This design comes from an exercise in tuning for small area on the open sky130 flow, not from production work. Function was checked by simulation only, so behaviour that the tests miss may differ from the original. No activity file was given, so power comes from the tool's default toggle rates.

[design/flow/flow/run.sh]
#!/bin/bash
# Layout flow: the standard synthesis, then the combinational logic is
# mapped again for area with a stronger ABC script, best of eight seeds (every
# flip-flop kept as it is: same instances, names and cell types), then
# the standard layout
# from the floorplan on, with the port buffers made of buf_1 cells and a
# clock tree of clkbuf_8 cells without dummy loads.
# Each tool's output goes to a log file of its own in the work folder.
set -euo pipefail
cd "$(dirname "$0")/.."
W=$(pwd)
R=$W/orfs/results/$FLOW_PLATFORM/fastled_cpe/base
LIB=$FLOW_HOME/platforms/$FLOW_PLATFORM/lib/sky130_fd_sc_hd__tt_025C_1v80.lib

# 1. standard synthesis
bash standard.sh synth > $W/flow_1_synth.log 2>&1

# 2. re-map the combinational logic: eight runs of ABC with different seeds,
#    four at a time, keeping the smallest result
cp $R/1_2_yosys.v $W/1_2_yosys_standard.v
for B in "1 2 3 4" "5 6 7 8"; do
  for S in $B; do
    LIB=$LIB NET_IN=$W/1_2_yosys_standard.v NET_OUT=$W/1_2_yosys_resyn$S.v \
      STAT_OUT=$W/resyn_stat$S.txt ABC_SCRIPT=$W/flow/abc$S.script \
      yosys -c $W/flow/resyn.tcl > $W/flow_2_resyn$S.log 2>&1 &
  done
  wait
done
BEST=""; BESTA=""
for S in 1 2 3 4 5 6 7 8; do
  A=$(grep "Chip area for module" $W/resyn_stat$S.txt | awk '{print $NF}' | tail -n 1 || true)
  [[ -n "$A" ]] || continue
  if [[ -z "$BEST" ]] || awk -v a="$A" -v b="$BESTA" 'BEGIN{exit !(a < b)}'; then BEST=$S; BESTA=$A; fi
done
[[ -n "$BEST" ]]
echo "resynthesis: kept run $BEST, area $BESTA" > $W/resyn_choice.txt
cp $W/1_2_yosys_resyn$BEST.v $R/1_2_yosys.v
rm -f $R/1_synth.odb $R/1_synth.sdc

# 3. standard layout from the re-mapped netlist; the constant outputs share
# one tie cell
export CTS_ARGS="-sink_clustering_enable -repair_clock_nets -buf_list sky130_fd_sc_hd__clkbuf_8 -dont_use_dummy_load"
export SKIP_REPAIR_TIE_FANOUT=1
export BUFFER_PORTS_ARGS="-buffer_cell sky130_fd_sc_hd__buf_1"
bash standard.sh > $W/flow_3_layout.log 2>&1
[design/flow/flow/abc1.script]
strash
&get -n
&deepsyn -T 30 -S 1
&dch -f
&nf -a -R 1000
&put
[design/flow/flow/abc2.script]
strash
&get -n
&deepsyn -T 30 -S 2
&dch -f
&nf -a -R 1000
&put
[design/flow/flow/abc3.script]
strash
&get -n
&deepsyn -T 30 -S 3
&dch -f
&nf -a -R 1000
&put
[design/flow/flow/abc4.script]
strash
&get -n
&deepsyn -T 30 -S 4
&dch -f
&nf -a -R 1000
&put
[design/flow/flow/abc5.script]
strash
&get -n
&deepsyn -T 30 -S 5
&dch -f
&nf -a -R 1000
&put
[design/flow/flow/abc6.script]
strash
&get -n
&deepsyn -T 30 -S 6
&dch -f
&nf -a -R 1000
&put
[design/flow/flow/abc7.script]
strash
&get -n
&deepsyn -T 30 -S 7
&dch -f
&nf -a -R 1000
&put
[design/flow/flow/abc8.script]
strash
&get -n
&deepsyn -T 30 -S 8
&dch -f
&nf -a -R 1000
&put
[design/flow/flow/resyn.tcl]
# Re-map the combinational logic of a mapped netlist with a stronger ABC script,
# keeping every flip-flop instance (its name and cell type) as it is.
yosys -import
set lib  $::env(LIB)
read_liberty -ignore_miss_func $lib
read_verilog $::env(NET_IN)
hierarchy -top fastled_cpe
# sequential cells stay instances; everything else is flattened into gates
setattr -mod -set keep_hierarchy 1 sky130_fd_sc_hd__df* sky130_fd_sc_hd__edf* sky130_fd_sc_hd__sdf* sky130_fd_sc_hd__dl*
flatten
yosys rename -hide w:*.*
opt_clean -purge
tee -o $::env(STAT_OUT).pre stat
abc -liberty $lib -dont_use *probe* -dont_use *lpflow* -script $::env(ABC_SCRIPT)
opt_clean -purge
hilomap -singleton -hicell sky130_fd_sc_hd__conb_1 HI -locell sky130_fd_sc_hd__conb_1 LO
insbuf -buf sky130_fd_sc_hd__buf_1 A X
splitnets
opt_clean -purge
select fastled_cpe
tee -o $::env(STAT_OUT) stat -liberty $lib
write_verilog -noattr -noexpr -nohex -nodec -selected $::env(NET_OUT)
[design/flow/standard.sh]
#!/bin/bash
# synth_recipe.tcl (not shown) runs the flow's synth.tcl, then flattens the netlist and writes it again
# the make line also repeats each setting of config.mk as NAME=value (left out here)
make -C /OpenROAD-flow-scripts/flow DESIGN_CONFIG=/design/flow/config.mk WORK_HOME=/design/flow/orfs CLKGATE_MAP_FILE= SYNTH_SCRIPT=/design/flow/synth_recipe.tcl "${@:-finish}"
[design/flow/config.mk]
export PLATFORM = sky130hd
export DESIGN_NAME = fastled_cpe
export DESIGN_NICKNAME = fastled_cpe
export VERILOG_FILES = /design/flow/design.v
export SDC_FILE = /design/flow/constraint.sdc
export NUM_CORES = 4
export LEC_CHECK = 0
export CAP_MARGIN = 20
export CORE_MARGIN = 2
export CORE_UTILIZATION = 60
export CTS_BUF_LIST = sky130_fd_sc_hd__clkbuf_8
export SLEW_MARGIN = 20
[design/flow/constraint.sdc]
create_clock -name core_clock -period 10.0 [get_ports {clk}]
set_input_delay 2.0000 -clock core_clock [delete_from_list [all_inputs] [get_ports {clk}]]
set_output_delay 2.0000 -clock core_clock [all_outputs]
set_load 0.01 [all_outputs]
[design/flow/design.v]
module fastled_cpe (
    input  wire        clk,
    input  wire        rst,         
    input  wire        tick,        
    input  wire        reg_we,
    input  wire [3:0]  reg_addr,
    input  wire [31:0] reg_wdata,
    output reg  [31:0] reg_rdata,
    output wire        src_req,
    output wire [2:0]  src_op,
    output wire [1:0]  src_ch,
    input  wire [7:0]  src_byte,
    input  wire        src_more,
    output wire [7:0]  port_out,
    output wire        irq_en,
    output wire        busy
);
    localparam [2:0] S_PD   = 3'd0,    
                     S_SD   = 3'd1,    
                     S_LD   = 3'd2,    
                     S_ADV  = 3'd3,    
                     S_HAS  = 3'd4,    
                     S_BITS = 3'd5,    
                     S_GAP  = 3'd6,    
                     S_IDLE = 3'd7;
    reg [15:0] cnt, per, cmpa, cmpb;
    reg        ovf, ma, mb, en;
    reg [7:0]  port;
    reg        cfg_ok, done, c2, c4;
    reg [2:0]  st;
    reg [6:0]  sh;
    localparam [6:0] GAP_START = 7'b1001000;
    wire       sh_fb = (sh[6] ^ sh[5]) & !(sh[6] && sh[5:0] == 6'd0);
    wire [1:0] ch   = {c4, c2};
    wire       zsel = done;
    wire [11:0] nlo  = {per[7:4], per[15:8]};
    wire        nlo0 = (nlo == 12'd0);
    wire idle    = (st == S_IDLE);
    wire [7:0] byte_in = zsel ? 8'h00 : src_byte;
    wire more    = zsel ? !(nlo0 && cnt[15:4] == 12'hFFF) : src_more;
    wire fall    = cfg_ok ? mb : ma;
    wire z7      = (sh[6:0] == 7'd0);
    wire        te   = tick & (en | !idle);
    wire [4:0]  lo   = {1'b0, cnt[3:0]} + {4'd0, te};
    wire        cin4 = idle ? lo[4] : (st == S_ADV && zsel && nlo0);
    wire [11:0] hi   = cnt[15:4] + {11'd0, cin4};
    wire [15:0] inc  = {hi, lo[3:0]};
    wire        wrap = (inc[3:0] == per[3:0]) && (!idle || inc[15:4] == per[15:4]);
    wire [15:0] cn   = {(te && wrap && idle) ? 12'd0 : hi, (te && wrap) ? 4'd0 : lo[3:0]};
    wire        hita = (cn[3:0] == cmpa[3:0]) && (!idle || cn[15:4] == cmpa[15:4]);
    wire        hitb = (cn[3:0] == cmpb[3:0]) && (!idle || cn[15:4] == cmpb[15:4]);
    wire [3:0] hc_op   = reg_wdata[3:0];
    wire       hc_rsvd = (hc_op == 4'h0) || (hc_op > 4'h3) || (reg_wdata[7:4] != 4'h0) ||
                         ((hc_op != 4'h3) && (reg_wdata[31:8] != 24'd0));
    always @(posedge clk) begin
        if (rst) begin
            cnt <= 16'd0; per <= 16'd0; cmpa <= 16'd0; cmpb <= 16'd0;
            ovf <= 1'b0; ma <= 1'b0; mb <= 1'b0; en <= 1'b0;
            port <= 8'h00;
            cfg_ok <= 1'b0; done <= 1'b0; c2 <= 1'b0; c4 <= 1'b0;
            st <= S_IDLE;
            sh <= 7'd0;
        end else begin
            cnt <= cn;
            if (te) begin
                if (wrap) ovf <= 1'b1;
                if (hita) ma  <= 1'b1;
                if (hitb) mb  <= 1'b1;
            end
            if (st[2] && st[1])
                if (tick) sh <= {sh[5:0], sh_fb};
            case (st)
                S_IDLE: if (reg_we) begin
                    case (reg_addr)
                        4'h0: en   <= reg_wdata[0];
                        4'h2: per  <= reg_wdata[15:0];
                        4'h3: cmpa <= reg_wdata[15:0];
                        4'h4: cmpb <= reg_wdata[15:0];
                        4'h5: begin
                            if (reg_wdata[0]) ovf <= 1'b0;
                            if (reg_wdata[1]) ma  <= 1'b0;
                            if (reg_wdata[2]) mb  <= 1'b0;
                        end
                        4'h6: port <= reg_wdata[7:0];
                        4'h9: begin
                            if (hc_rsvd) begin
                                c2 <= 1'b0; c4 <= 1'b1;
                            end else if (hc_op == 4'h1) begin
                                cfg_ok <= 1'b1; c2 <= 1'b0; c4 <= 1'b0;
                            end else if (!cfg_ok) begin
                                c2 <= 1'b1; c4 <= 1'b0;
                            end else begin
                                done <= hc_op[0];    
                                per  <= {reg_wdata[15:8], reg_wdata[19:16], reg_wdata[3:0]};
                                cnt[15:4] <= ~reg_wdata[31:20];
                                c2 <= 1'b0; c4 <= 1'b0;          
                                st   <= S_GAP;
                            end
                        end
                        default: ;
                    endcase
                end
                S_GAP: if (z7) st <= S_PD;
                S_PD: begin
                    port[3] <= 1'b0;
                    per[3:0] <= 4'd15; cmpa <= 16'd4; cmpb <= 16'd9;
                    cnt[3:0] <= 4'd0; ovf <= 1'b0; ma <= 1'b0; mb <= 1'b0;
                    st  <= S_LD;
                end
                S_LD: begin
                    {cfg_ok, en, sh} <= {byte_in, 1'b1};
                    st <= (ch == 2'd0) ? S_HAS : S_BITS;
                end
                S_HAS: if (more) st <= S_SD;
                       else begin
                           en <= 1'b0; cnt[15:4] <= 12'd0;
                           sh <= GAP_START; done <= 1'b1; cfg_ok <= 1'b1;
                           st <= S_IDLE;
                       end
                S_SD: st <= S_BITS;
                S_BITS: if (!port[3]) begin
                    if (ovf) begin
                        cnt[3:0] <= 4'd0; ovf <= 1'b0; ma <= 1'b0; mb <= 1'b0;
                        port[3] <= 1'b1;
                    end
                end else if (fall) begin
                    port[3] <= 1'b0;
                    {cfg_ok, en, sh} <= {en, sh, 1'b0};
                    if (z7) begin
                        if (ch == 2'd2) begin {c4, c2} <= 2'd0; st <= S_ADV; end
                        else            begin {c4, c2} <= ch + 2'd1; st <= S_LD; end
                    end
                end
                S_ADV: begin
                    {cfg_ok, en, sh} <= {byte_in, 1'b1};
                    if (zsel) {per[7:4], per[15:8]} <= nlo - 12'd1;
                    st <= S_HAS;
                end
                default: ;
            endcase
        end
    end
    assign src_req  = (!st[2] || st == S_HAS) && !zsel;
    assign src_op   = st;
    assign src_ch   = ch;
    assign port_out = port;
    assign irq_en   = st[2] & st[1];
    assign busy     = !idle;
    always @(*) begin
        reg_rdata = 32'd0;
        case (reg_addr)
            4'h0: reg_rdata[1:0]  = {1'b1, en};
            4'h1: reg_rdata[15:0] = cnt;
            4'h2: reg_rdata[15:0] = per;
            4'h3: reg_rdata[15:0] = cmpa;
            4'h4: reg_rdata[15:0] = cmpb;
            4'h5: reg_rdata[2:0]  = {mb, ma, ovf};
            4'h6: reg_rdata[7:0]  = port;
            4'h7: reg_rdata[7:0]  = 8'h08;
            4'h8: reg_rdata[7:0]  = {1'b0, c4, c2, 1'b0, 1'b0, done, cfg_ok, !idle};
            4'hA: reg_rdata[7:0]  = 8'h08;
            4'hB: reg_rdata[7:0]  = 8'h04;
            4'hC: reg_rdata[7:0]  = 8'h05;
            4'hD: reg_rdata[7:0]  = 8'h06;
            default: ;
        endcase
    end
endmodule
==> summary.txt, run 1 <==
Rows 32; final wirelength 18300 um; mean post-synth cell area 8.06 um2; hold wc startpoint sh[4]; die width 93.5 um; Area growth, synth to finish 11.2%; Crit-path slowest cell nor4_1; I/O pin total 97; Final Cycle Share 65.5%; Leak Pwr 1.90 nW; Inserted Diodes 0; gpl congestion 1.09; largest net degree at the start of global routing 34; clk sinks 90; clock slew at reported path FFs 0.09 ns; VDD IR max 122 uV; CTS tree yes; Clock Tree Root clkbuf_8; Setup Skew 0.0144 ns; initial DRC count 677; end of the worst hold path sh[5]; R2R depth 20; H-tree depth 3; total power 0.913 mW; first-pass GRT wire length 28200 um; Worst setup startpoint tick; TritonCTS buffer count 9; layout cells sized above 1 2.68%; Die H 93.5 um; Tmin final 6.55 ns; # setup viols final 0; Worst Hold Depth 2; worst-margin pin slew 1.04 ns; Starting Density 62.2%; R2R setup slack 3.71 ns; Synth Cell Area 4800 um2; worst hold path class flip-flop to flip-flop; required time worst endpoint 10.20 ns; DIE AREA 8740 um2; Mapped Cells 596; Clock Path Buffers 2; startpoint types input pin; crit path max fanout 12; Most Frequent Cell on Critical Path nor2_1; Layout fillers 675; Routed WL per cell 23.6 um; antenna violations before repair 0; Clk Latency, worst-skew pair 0.37 ns; RR Startpoint st[2]; RSZ-0062 raised after global routing false; CP peak stage delay 0.93 ns; Fin Hold WS 0.506 ns; CP Data Arrival Time 6.76 ns; final hold violations 0; YS warnings 1; Setup TNS Final 0 ns; PwrDens 171 nW/um2; CP endpoint kind flip-flop; vias post-DR 5573; final worst slack 3.45 ns; antenna-violating nets left 0; R2R Path End cnt[7]; highest clock rate 0.153 GHz; Residual DRC 0; most common cell after layout, fill and taps aside dfxtp_1; post-cts repair resize count 0; final-stage net count 723; Slew Limit Headroom 30.1%; fin. max-slew vios 0; DP Worst Slack 3.26 ns; total track usage 42.6%; most frequent cells in the layout dfxtp_1, buf_1, nand2_1; grt total ovfl 0; dpl hpwl 13600 um; PortBufs 80; MaxCap Viol Count 0; TritonRoute pass-1 iters 8; WS Path Type input pin to flip-flop; drt via density 7.20; vias in the first global route 5182; Post-Syn Nets 645; CTS Hold Bufs 0; Cell Chain, Critical Path buf_1 -> o21ai_0 -> nor2_1 -> and3_1 -> a31oi_1 -> nor2_1 -> nand3_1 -> nor2_1 -> nand3_1 -> nor2_1 -> and2_0 -> and3_1 -> xnor2_1 -> xor2_1 -> a41oi_1 -> nor4_1 -> nand2_1 -> nand2_1 -> o22ai_1; status finished clean; post-CTS setup buffer count 0; core area 7730 um2
## per-stage QoR
step / instance area [um2] / instances / utilization (%)
floorplan: 4800 / 596 / -
global placement: 5210 / 765 / 67.5
detailed placement: 5210 / 765 / 67.5
CTS: 5340 / 774 / 69.1
global route: 5340 / 774 / 69.1
finish: 5340 / 774 / 69.1
## critical path, delay by kind of cell
kind,cells,cell delay (ns)
buffers and inverters,1,0.15
xor gates and xnor gates,2,0.51
and+or+nand+nor,12,3.39
AOI/OAI and AO/OA,4,0.70
## per-layer routing
metal	global-route usage, %	share of wire (%)	vias to the layer above
met5	0	0	-
met1	53.0	37	2544
met4	25.1	7.0	0
met2	69.2	45	470
met3	6.93	11	118
li1	-	-	2441
## sequential cells by signal (all words and copies together) (netlist names)
name and count:
cmpa 16, cmpb 16, cnt 16, per 16, port 8, sh 7
st 3, c2 1, c4 1, cfg_ok 1, done 1, en 1
ma 1, mb 1, ovf 1
## worst max path at each step
stage	end	slack, ns
floorplan	cnt[10]	4.28
finish	cnt[7]	3.45
CTS	cnt[7]	3.59
detailed placement	cnt[8]	3.26
global route	cnt[7]	3.04
global placement	cnt[8]	3.50
## cell type report
type | instances | area (um2) | share of cell area (%)
sequential | 90 | 1800 | 33.7
tap | 102 | 128 | 2.39
multi-input combinational | 471 | 2880 | 54.0
clock buffer | 9 | 124 | 2.32
timing repair buffer | 86 | 345 | 6.47
inverter | 16 | 60.1 | 1.12
## report_power, final
group          switching, mW  total, mW  internal [mW]
combinational          0.181      0.276         0.0952
clock                  0.118      0.199         0.0808
sequential            0.0517      0.438          0.386
total                  0.351      0.913          0.562
==> inputs of run 2 (changes only) <==
--- a/design/flow/design.v
+++ b/design/flow/design.v
@@ -20,9 +20,9 @@
                      S_LD   = 3'd2,    
                      S_ADV  = 3'd3,    
                      S_HAS  = 3'd4,    
-                     S_BITS = 3'd5,    
-                     S_GAP  = 3'd6,    
-                     S_IDLE = 3'd7;
+                     S_BITS = 3'd6,    
+                     S_GAP  = 3'd7,    
+                     S_IDLE = 3'd5;
     reg [15:0] cnt, per, cmpa, cmpb;
     reg        ovf, ma, mb, en;
     reg [7:0]  port;
@@ -67,7 +67,7 @@
                 if (hita) ma  <= 1'b1;
                 if (hitb) mb  <= 1'b1;
             end
-            if (st[2] && st[1])
+            if (st == S_GAP || st == S_IDLE)
                 if (tick) sh <= {sh[5:0], sh_fb};
             case (st)
                 S_IDLE: if (reg_we) begin
@@ -144,7 +144,7 @@
     assign src_op   = st;
     assign src_ch   = ch;
     assign port_out = port;
-    assign irq_en   = st[2] & st[1];
+    assign irq_en   = (st == S_GAP || st == S_IDLE);
     assign busy     = !idle;
     always @(*) begin
         reg_rdata = 32'd0;
==> run 2 against run 1 <==
Effect of this change: still clean on timing, DRC and antenna; combinational power is 76% lower; critical endpoint is now cnt[6]; utilization is 0.15 points lower; critical path type is now flip-flop to flip-flop; hold slack worse by 0.012 ns; via count is 4.9% lower; sequential power is 15% lower; clock skew is 0.0059 ns higher; first-iteration DRC count is 13% higher.
==> summary.txt, run 2 <==
Area growth, synth to finish 11.5%; dpl hpwl 12600 um; final-stage net count 704; drt via density 7.01; grt total ovfl 0; worst hold path class flip-flop to flip-flop; MaxCap Viol Count 0; core area 7730 um2; startpoint types flip-flop; DIE AREA 8700 um2; fin. max-slew vios 0; highest clock rate 0.146 GHz; largest net degree at the start of global routing 38; CP endpoint kind flip-flop; Clock Tree Root clkbuf_8; Die H 93.3 um; Final Cell Area 5330 um2; total track usage 38.7%; Leak Pwr 1.88 nW; Synth Cell Area 4780 um2; TritonRoute pass-1 iters 6; Crit-path slowest cell o221ai_1; Setup Skew 0.0203 ns; # setup viols final 0; WS Path Type flip-flop to flip-flop; gpl congestion 1.00; PwrDens 118 nW/um2; total power 0.630 mW; RSZ-0062 raised after global routing false; Clk Latency, worst-skew pair 0.35 ns; Rows 32; post-cts repair resize count 0; Tmin final 6.85 ns; VDD IR max 75.7 uV; global-route met3 utilization 6.12%; PortBufs 80; final hold violations 0; worst-margin pin slew 1.10 ns; Mapped Cells 578; Starting Density 61.9%; H-tree depth 3; antenna-violating nets left 0; clock slew at reported path FFs 0.08 ns; required time worst endpoint 10.19 ns; most frequent cells in the layout dfxtp_1, buf_1, nand2_1; Fin Hold WS 0.495 ns; mean post-synth cell area 8.27 um2; Residual DRC 0; final wirelength 16600 um; CTS tree yes; TritonCTS buffer count 9; antenna violations before repair 1; met1 Use GR 55.9%; GRT Max-Usage Layer met2; status finished clean; Routed WL per cell 22.0 um; layout cells sized above 1 2.91%; vias post-DR 5300; most common cell after layout, fill and taps aside dfxtp_1; Final Cycle Share 68.5%; post-CTS setup buffer count 0; CP peak stage delay 0.90 ns; crit path max fanout 12; initial DRC count 768; YS warnings 1; M2 GR Usage 59.4%; first-pass GRT wire length 26000 um; Cell Chain, Critical Path nand2b_1 -> or3_1 -> or4_1 -> nor4_1 -> nand2b_1 -> nor3_1 -> nand2b_1 -> o32ai_1 -> and3_1 -> nand3_1 -> nor2_1 -> nand3_1 -> nor2_1 -> nand3_1 -> xor2_1 -> o221ai_1 -> a21o_1 -> nor2_1 -> o2111ai_1 -> o221ai_1 -> o22ai_1; CTS Hold Bufs 0; Clock Path Buffers 2; die width 93.3 um; Setup TNS Final 0 ns; placed cell area 5200 um2; Post-Syn Nets 627; CP Data Arrival Time 7.04 ns; Slew Limit Headroom 26.0%; vias in the first global route 4809; I/O pin total 97; Layout fillers 694; clk sinks 90
## run 2: worst max-delay path, delay by kind of cell (launching register included)
family	cells	cell delay, ns
XOR/XNOR	1	0.46
flip-flops	1	0.50
AND/OR/NAND/NOR	14	3.70
AO/OA/AOI/OAI	6	2.04
## run 2: path summary, 6_finish.rpt
check / start / end / slack [ns] / cells after the start
hold reg to reg: sh[3] / sh[3] / 0.49 / 2
setup / recovery: st[1] / cnt[6] / 3.15 / 21
setup reg to reg: st[1] / cnt[6] / 3.15 / 21
hold / removal: sh[3] / sh[3] / 0.49 / 2
## run 2: area by class of cell
cell class	count	area, um2	area share (%)
Antenna cell	1	2.50	0.0469
Multi-Input combinational cell	446	2840	53.3
Inverter	21	78.8	1.48
Sequential cell	90	1800	33.8
Clock buffer	9	124	2.32
Timing Repair Buffer	87	353	6.62
Tap cell	102	128	2.39
## run 2: layer usage
| metal | up-vias | wire length, um | part of all wire (%) |
|---|---|---|---|
| met3 | 40 | 1970 | 12 |
| met5 | - | 0 | 0 |
| met1 | 2497 | 6950 | 42 |
| met4 | 0 | 361 | 2.2 |
| met2 | 367 | 7350 | 44 |
| li1 | 2396 | - | - |
## run 2: per-stage QoR
step                setup slack, ns  instances  utilization [%]
CTS                            3.25        755             68.9
floorplan                      4.18        578                -
finish                         3.15        756             69.0
detailed placement             3.17        746             67.3
global placement               3.32        746             67.3
global route                   2.46        756             69.0
## run 2: power breakdown
part | leakage [nW] | switching (mW) | internal [mW] | total (mW)
logic | 1.09 | 0.0449 | 0.0206 | 0.0655
clock network | 0.0647 | 0.113 | 0.0808 | 0.194
registers | 0.727 | 0.00753 | 0.363 | 0.371
total | 1.88 | 0.165 | 0.465 | 0.630
==> inputs of run 3 (changes only) <==
--- a/design/flow/flow/run.sh
+++ b/design/flow/flow/run.sh
@@ -1,6 +1,6 @@
 #!/bin/bash
 # Layout flow: the standard synthesis, then the combinational logic is
-# mapped again for area with a stronger ABC script, best of eight seeds (every
+# mapped again for area with a stronger ABC script, best of sixteen seeds (every
 # flip-flop kept as it is: same instances, names and cell types), then
 # the standard layout
 # from the floorplan on, with the port buffers made of buf_1 cells and a
@@ -15,10 +15,10 @@
 # 1. standard synthesis
 bash standard.sh synth > $W/flow_1_synth.log 2>&1
 
-# 2. re-map the combinational logic: eight runs of ABC with different seeds,
+# 2. re-map the combinational logic: sixteen runs of ABC with different seeds,
 #    four at a time, keeping the smallest result
 cp $R/1_2_yosys.v $W/1_2_yosys_standard.v
-for B in "1 2 3 4" "5 6 7 8"; do
+for B in "1 2 3 4" "5 6 7 8" "9 10 11 12" "13 14 15 16"; do
   for S in $B; do
     LIB=$LIB NET_IN=$W/1_2_yosys_standard.v NET_OUT=$W/1_2_yosys_resyn$S.v \
       STAT_OUT=$W/resyn_stat$S.txt ABC_SCRIPT=$W/flow/abc$S.script \
@@ -27,7 +27,7 @@
   wait
 done
 BEST=""; BESTA=""
-for S in 1 2 3 4 5 6 7 8; do
+for S in $(seq 1 16); do
   A=$(grep "Chip area for module" $W/resyn_stat$S.txt | awk '{print $NF}' | tail -n 1 || true)
   [[ -n "$A" ]] || continue
   if [[ -z "$BEST" ]] || awk -v a="$A" -v b="$BESTA" 'BEGIN{exit !(a < b)}'; then BEST=$S; BESTA=$A; fi
==> design/flow/flow/abc10.script (new file) <==
strash
&get -n
&deepsyn -T 30 -S 10
&dch -f
&nf -a -R 1000
&put
==> design/flow/flow/abc11.script (new file) <==
strash
&get -n
&deepsyn -T 30 -S 11
&dch -f
&nf -a -R 1000
&put
==> design/flow/flow/abc12.script (new file) <==
strash
&get -n
&deepsyn -T 30 -S 12
&dch -f
&nf -a -R 1000
&put
==> design/flow/flow/abc13.script (new file) <==
strash
&get -n
&deepsyn -T 30 -S 13
&dch -f
&nf -a -R 1000
&put
==> design/flow/flow/abc14.script (new file) <==
strash
&get -n
&deepsyn -T 30 -S 14
&dch -f
&nf -a -R 1000
&put
==> design/flow/flow/abc15.script (new file) <==
strash
&get -n
&deepsyn -T 30 -S 15
&dch -f
&nf -a -R 1000
&put
==> design/flow/flow/abc16.script (new file) <==
strash
&get -n
&deepsyn -T 30 -S 16
&dch -f
&nf -a -R 1000
&put
==> design/flow/flow/abc9.script (new file) <==
strash
&get -n
&deepsyn -T 30 -S 9
&dch -f
&nf -a -R 1000
&put
==> run 3 against run 2 <==
Effect of this change: still clean; clock skew stayed put; non-clock buffer count stayed put; register-to-register slack hardly changed; synthesized cell count stayed put; fmax stayed put; routed wire length stayed put.
==> summary.txt, run 3 <==
DP Worst Slack 3.17 ns; Setup Skew 0.0203 ns; layout cells sized above 1 2.91%; post-cts repair resize count 0; PortBufs 80; post-CTS setup buffer count 0; Layout fillers 694; Crit path depth 21; crit path max fanout 12; CP Data Arrival Time 7.04 ns; Clk Latency, worst-skew pair 0.35 ns; Residual DRC 0; R2R depth 21; CP endpoint kind flip-flop; total track usage 38.7%; Routed WL per cell 22.0 um; core area 7730 um2; startpoint types flip-flop; mean post-synth cell area 8.27 um2; gpl congestion 1.00; # setup viols final 0; die width 93.3 um; Final Core Density 69.0%; I/O pin total 97; CTS Hold Bufs 0; CP peak stage delay 0.90 ns; clk sinks 90; largest net degree at the start of global routing 38; required time worst endpoint 10.19 ns; Crit-path slowest cell o221ai_1; final-stage net count 704; vias post-DR 5300; MaxCap Viol Count 0; fin. max-slew vios 0; first-pass GRT wire length 26000 um; Worst setup startpoint st[1]; highest clock rate 0.146 GHz; dpl hpwl 12600 um; TritonCTS buffer count 9; R2R setup slack 3.15 ns; TritonRoute pass-1 iters 6; antenna-violating nets left 0; VDD IR max 75.7 uV; PwrDens 118 nW/um2; initial DRC count 768; Rows 32; antenna violations before repair 1; Setup TNS Final 0 ns; R2R Path End cnt[6]; worst-margin pin slew 1.10 ns; Mapped Cells 578; vias in the first global route 4809; worst hold path class flip-flop to flip-flop; Worst path top cell family by delay simple AND/OR/NAND/NOR gates; Clock Path Buffers 2; Leak Pwr 1.88 nW; status finished clean; H-tree depth 3; DIE AREA 8700 um2; Cell Chain, Critical Path nand2b_1 -> or3_1 -> or4_1 -> nor4_1 -> nand2b_1 -> nor3_1 -> nand2b_1 -> o32ai_1 -> and3_1 -> nand3_1 -> nor2_1 -> nand3_1 -> nor2_1 -> nand3_1 -> xor2_1 -> o221ai_1 -> a21o_1 -> nor2_1 -> o2111ai_1 -> o221ai_1 -> o22ai_1; final hold violations 0; RR Startpoint st[1]; most common cell after layout, fill and taps aside dfxtp_1; Post-Syn Nets 627; Die H 93.3 um; final wirelength 16600 um; clock slew at reported path FFs 0.08 ns; YS warnings 1; Starting Density 61.9%; grt total ovfl 0; Final Cycle Share 68.5%; final worst slack 3.15 ns; Area growth, synth to finish 11.5%; Synth Cell Area 4780 um2; RSZ-0062 raised after global routing false; Worst Hold Depth 2; CP Capture Point cnt[6]; WS Path Type flip-flop to flip-flop; Tmin final 6.85 ns; worst path bufs/invs 0; Slew Limit Headroom 26.0%; drt via density 7.01; CTS tree yes; most frequent cells in the layout dfxtp_1, buf_1, nand2_1; Clock Tree Root clkbuf_8
[run 3: routing by layer]
layer | vias to the layer above | global-route usage [%] | wire length [um]
met1 | 2497 | 55.9 | 6950
met4 | 0 | 11.6 | 361
met3 | 40 | 6.12 | 1970
met2 | 367 | 59.4 | 7350
li1 | 2396 | - | -
met5 | - | 0 | 0
[run 3: worst min-delay path by stage]
stage / startpoint / to / slack (ns)
4_1_cts: sh[3] / sh[3] / 0.50
5_1_grt: ovf / ovf / 0.53
3_3_place_gp: sh[3] / sh[3] / 0.48
6_report: sh[3] / sh[3] / 0.49
2_1_floorplan: sh[3] / sh[3] / 0.45
3_5_place_dp: sh[3] / sh[3] / 0.49
[run 3: stage by stage]
stage	total power, mW	instance area, um2	hold WS (ns)	std cells
global route	0.649	5330	0.533	756
global placement	0.440	5200	0.481	746
CTS	0.627	5320	0.495	755
detailed placement	0.441	5200	0.486	746
finish	0.630	5330	0.495	756
floorplan	0.411	4780	0.449	578
[run 3: layout make-up]
class | count | area (um2) | share of cell area, %
diodes | 1 | 2.50 | 0.0469
clock buffers | 9 | 124 | 2.32
inverters | 21 | 78.8 | 1.48
multi-input cells | 446 | 2840 | 53.3
flip-flops and latches | 90 | 1800 | 33.8
well taps | 102 | 128 | 2.39
repair buffers | 87 | 353 | 6.62
[run 3: report_power, final]
part / leakage, nW / internal, mW / total [mW] / switching [mW]
logic: 1.09 / 0.0206 / 0.0655 / 0.0449
clock network: 0.0647 / 0.0808 / 0.194 / 0.113
registers: 0.727 / 0.363 / 0.371 / 0.00753
[run 3: tightest hold or removal path, cell delays in order, from the launching register on]
cell	delay [ns]
dfxtp_1	0.33
clkinv_1	0.05
a2111oi_0	0.07

## static timing again, ports no longer ideal
The results above use ideal ports. As a check the final layouts listed here were re-extracted and re-timed, cells and wires unchanged.
Step 1 sets driving cells, clkbuf_16 on the clock port and buf_2 on the other inputs (assumed; they add their load-dependent delay and slew).
Step 2, shift: input delay + t, output delay - t, t = (earliest + latest rising clock arrival at the registers) / 2. This alone moves slack from input paths to output paths.
a / b / c = ideal / step 1 / step 2; a / b = the first two.
run	shift t [ns]	setup slack, ns	worst hold slack (ns)	latest minus earliest clock arrival (ns)	worst data-port slew with drivers (ns)
run 1	0.397	3.447 / 3.459 / 3.063	0.506 / 0.506 / 0.506	0.017 / 0.017	0.04
run 2	0.378	3.146 / 3.146 / 3.022	0.495 / 0.495 / 0.495	0.021 / 0.020	0.04
run 3	0.378	3.146 / 3.146 / 3.022	0.495 / 0.495 / 0.495	0.021 / 0.020	0.04
After both steps setup and hold are still met in every run listed. For run 1, which loses most, drivers alone change the setup slack by +0.012 ns; drivers and shift together by -0.384 ns.
